This is an optimization exercise on Yosys and OpenROAD, whose aim is small area, a short achievable clock period and few clock cycles, not a production implementation. The RTL was checked by simulation tests, not by an equivalence proof against the original design. Power and IR drop assume default switching activity.

Setup of north:
==> flow/design.v (excerpt) <==
module wirecodec (
    input             clk,
    input             rst,
    input             cmd_valid,
    output            cmd_ready,
    input      [15:0] cmd_word,
    input      [31:0] cmd_arg,
    input      [15:0] cmd_len,
    input             din_valid,
    output            din_ready,
    input       [7:0] din_data,
    output            dout_valid,
    input             dout_ready,
    output      [7:0] dout_data,
    output            rsp_valid,
    input             rsp_ready,
    output      [3:0] rsp_status,
    output     [31:0] rsp_rval,
    output     [11:0] mem_raddr,
    input       [7:0] mem_rdata,
    output            mem_we,
    output     [11:0] mem_waddr,
    output      [7:0] mem_wdata
);
==> flow/config.mk <==
export PLATFORM = sky130hd
export DESIGN_NAME = wirecodec
export DESIGN_NICKNAME = wirecodec
export VERILOG_FILES = /design/flow/design.v
export SDC_FILE = /design/flow/constraint.sdc
export NUM_CORES = 4
export LEC_CHECK = 0
export ABC_AREA = 1
export CAP_MARGIN = 20
export CORE_MARGIN = 2
export CORE_UTILIZATION = 40
export SETUP_SLACK_MARGIN = 4.6
export SLEW_MARGIN = 20
==> flow/constraint.sdc <==
create_clock -name core_clock -period 8.0 [get_ports {clk}]
set_input_delay 1.6000 -clock core_clock [delete_from_list [all_inputs] [get_ports {clk}]]
set_output_delay 1.6000 -clock core_clock [all_outputs]
set_load 0.01 [all_outputs]
standard.sh (not shown) runs the stock make flow with config.mk's settings and CLKGATE_MAP_FILE= SYNTH_SCRIPT=/design/flow/synth_recipe.tcl, a recipe that flattens the netlist after the stock synthesis.
==> flow/flow/run.sh <==
#!/bin/bash
# Standard ORFS layout (standard.sh) with two changes:
#  - the port buffers are sky130_fd_sc_hd__buf_2 cells;
#  - ABC maps the combinational logic with flow/abc_area.script (Yosys's own
#    default ABC mapping script) in place of ORFS's abc_area.script.
# Everything else, the synthesis with its registers included, is ORFS's.
set -euo pipefail
rm -rf orfs_scripts
cp -r "$FLOW_HOME/scripts" orfs_scripts
cp flow/abc_area.script orfs_scripts/abc_area.script
export SCRIPTS_DIR="$PWD/orfs_scripts"
export BUFFER_PORTS_ARGS="-buffer_cell sky130_fd_sc_hd__buf_2"
bash standard.sh > standard_flow.log 2>&1
==> flow/flow/abc_area.script <==
strash
&get -n
&fraig -x
&put
scorr
dc2
dretime
strash
&get -n
&dch -f
&nf
&put
The flow did not stop early for north: all stages ran, and the layout cleared the timing, design-rule and antenna checks.
Testbench counts of north, summed over its fixed seeds: cycles 337,368.
Modified inputs, south compared to north
Settings: changing ABC_AREA from 1 to 0; changing SETUP_SLACK_MARGIN from 4.6 to 4.8.
==> flow/flow/run.sh <==
#!/bin/bash
# Standard ORFS layout (standard.sh), with the port buffers made from
# sky130_fd_sc_hd__buf_2 instead of the resizer's default choice.
set -euo pipefail
export BUFFER_PORTS_ARGS="-buffer_cell sky130_fd_sc_hd__buf_2"
bash standard.sh > standard_flow.log 2>&1
removed: flow/flow/abc_area.script
Findings:
In summary, south completed successfully, with a layout that passed the timing, design-rule and antenna checks.
Between south and north, it is south whose post-route worst setup slack is higher, by 0.032 ns.
south vs. north: wire length of the first global-routing pass went up by 8.2%; count of clock buffers in the final design has increased; total power density per cell area up 2.5 nW/um^2.
Area growth from synthesis to layout in south is 15 points lower than in north
met3 demand-to-capacity share in global routing in south is 1.9 points lower than in north
Lower number of gates resized after cts among south and north: south
Compare south and north | parity-gate share of the synthesized area counting xor and xnor cells higher: south
Going from north to south, the maximum frequency was found to have gone up by 0.91%.
Taking north as the reference point, the inverter count of the layout excluding clock inverters of south falls by 2.
Of the two values seen for critical path launch point, dp[9] was produced by north and cmd_word[0] by south.
Diff south and north: synthesized cell area lower in north

========
Starting RTL as in the previous note.
Settings: LEC_CHECK=0, ABC_AREA=1, CAP_MARGIN=20, CORE_MARGIN=2, CORE_UTILIZATION=40, SETUP_SLACK_MARGIN=4.8, SLEW_MARGIN=20; clock period 8.0 ns.
==> flow/flow/run.sh <==
#!/bin/bash
# Standard ORFS layout (standard.sh), with the port buffers made from
# sky130_fd_sc_hd__buf_2 instead of the resizer's default choice.
set -euo pipefail
export BUFFER_PORTS_ARGS="-buffer_cell sky130_fd_sc_hd__buf_2"
bash standard.sh > standard_flow.log 2>&1
Testbench counts at the start, summed over its fixed seeds: cycles 337,368.
==> next run, changes <==
- SETUP_SLACK_MARGIN: 4.8 -> 4.6
Effect: First-iteration DRC count rose slightly; power goes up by a few percent; clock skew stays flat; clock-buffer cell count grows by 1; global-route usage decreases by 1.4 points; register-to-register slack got worse by 0.27 ns; hold slack is better by 0.0097 ns; utilization went down by 3.0 points; via count decreases by a few percent.

[separate check: timing with driven ports]
No port has a modelled driver above. Below, the same layouts with a new extraction and two added sets of constraints.
Step 1: set_driving_cell puts a clkbuf_16 on clk and a buf_2 on each other input, an assumption about the parent block.
Step 2 times the ports against the registers' clock, not the clock port: input delays grow and output delays shrink by t, the midpoint of the rising clock arrivals with the driver on.
a / b / c = ideal / step 1 / step 2; a / b = the first two.
| run | t (ns) | slack for setup (ns) | worst setup path at the end | latest minus earliest clock arrival (ns) | slew at the worst register clock pin (ns) |
|---|---|---|---|---|---|
| north | 0.511 | 4.451 / 4.451 / 4.104 | input to register | 0.014 / 0.014 | 0.07 / 0.07 |
| south | 0.517 | 4.483 / 4.504 / 3.987 | input to register | 0.012 / 0.012 | 0.07 / 0.07 |
| the first run of note 2 | 0.532 | 4.823 / 4.762 / 4.364 | input to register | 0.017 / 0.017 | 0.08 / 0.08 |
| the second run of note 2 | 0.524 | 4.553 / 4.553 / 4.136 | input to register | 0.019 / 0.019 | 0.07 / 0.07 |
After both steps every run listed still meets setup and hold. The setup slack of south, which loses most, moves by +0.021 ns with the drivers and by -0.496 ns with both steps.
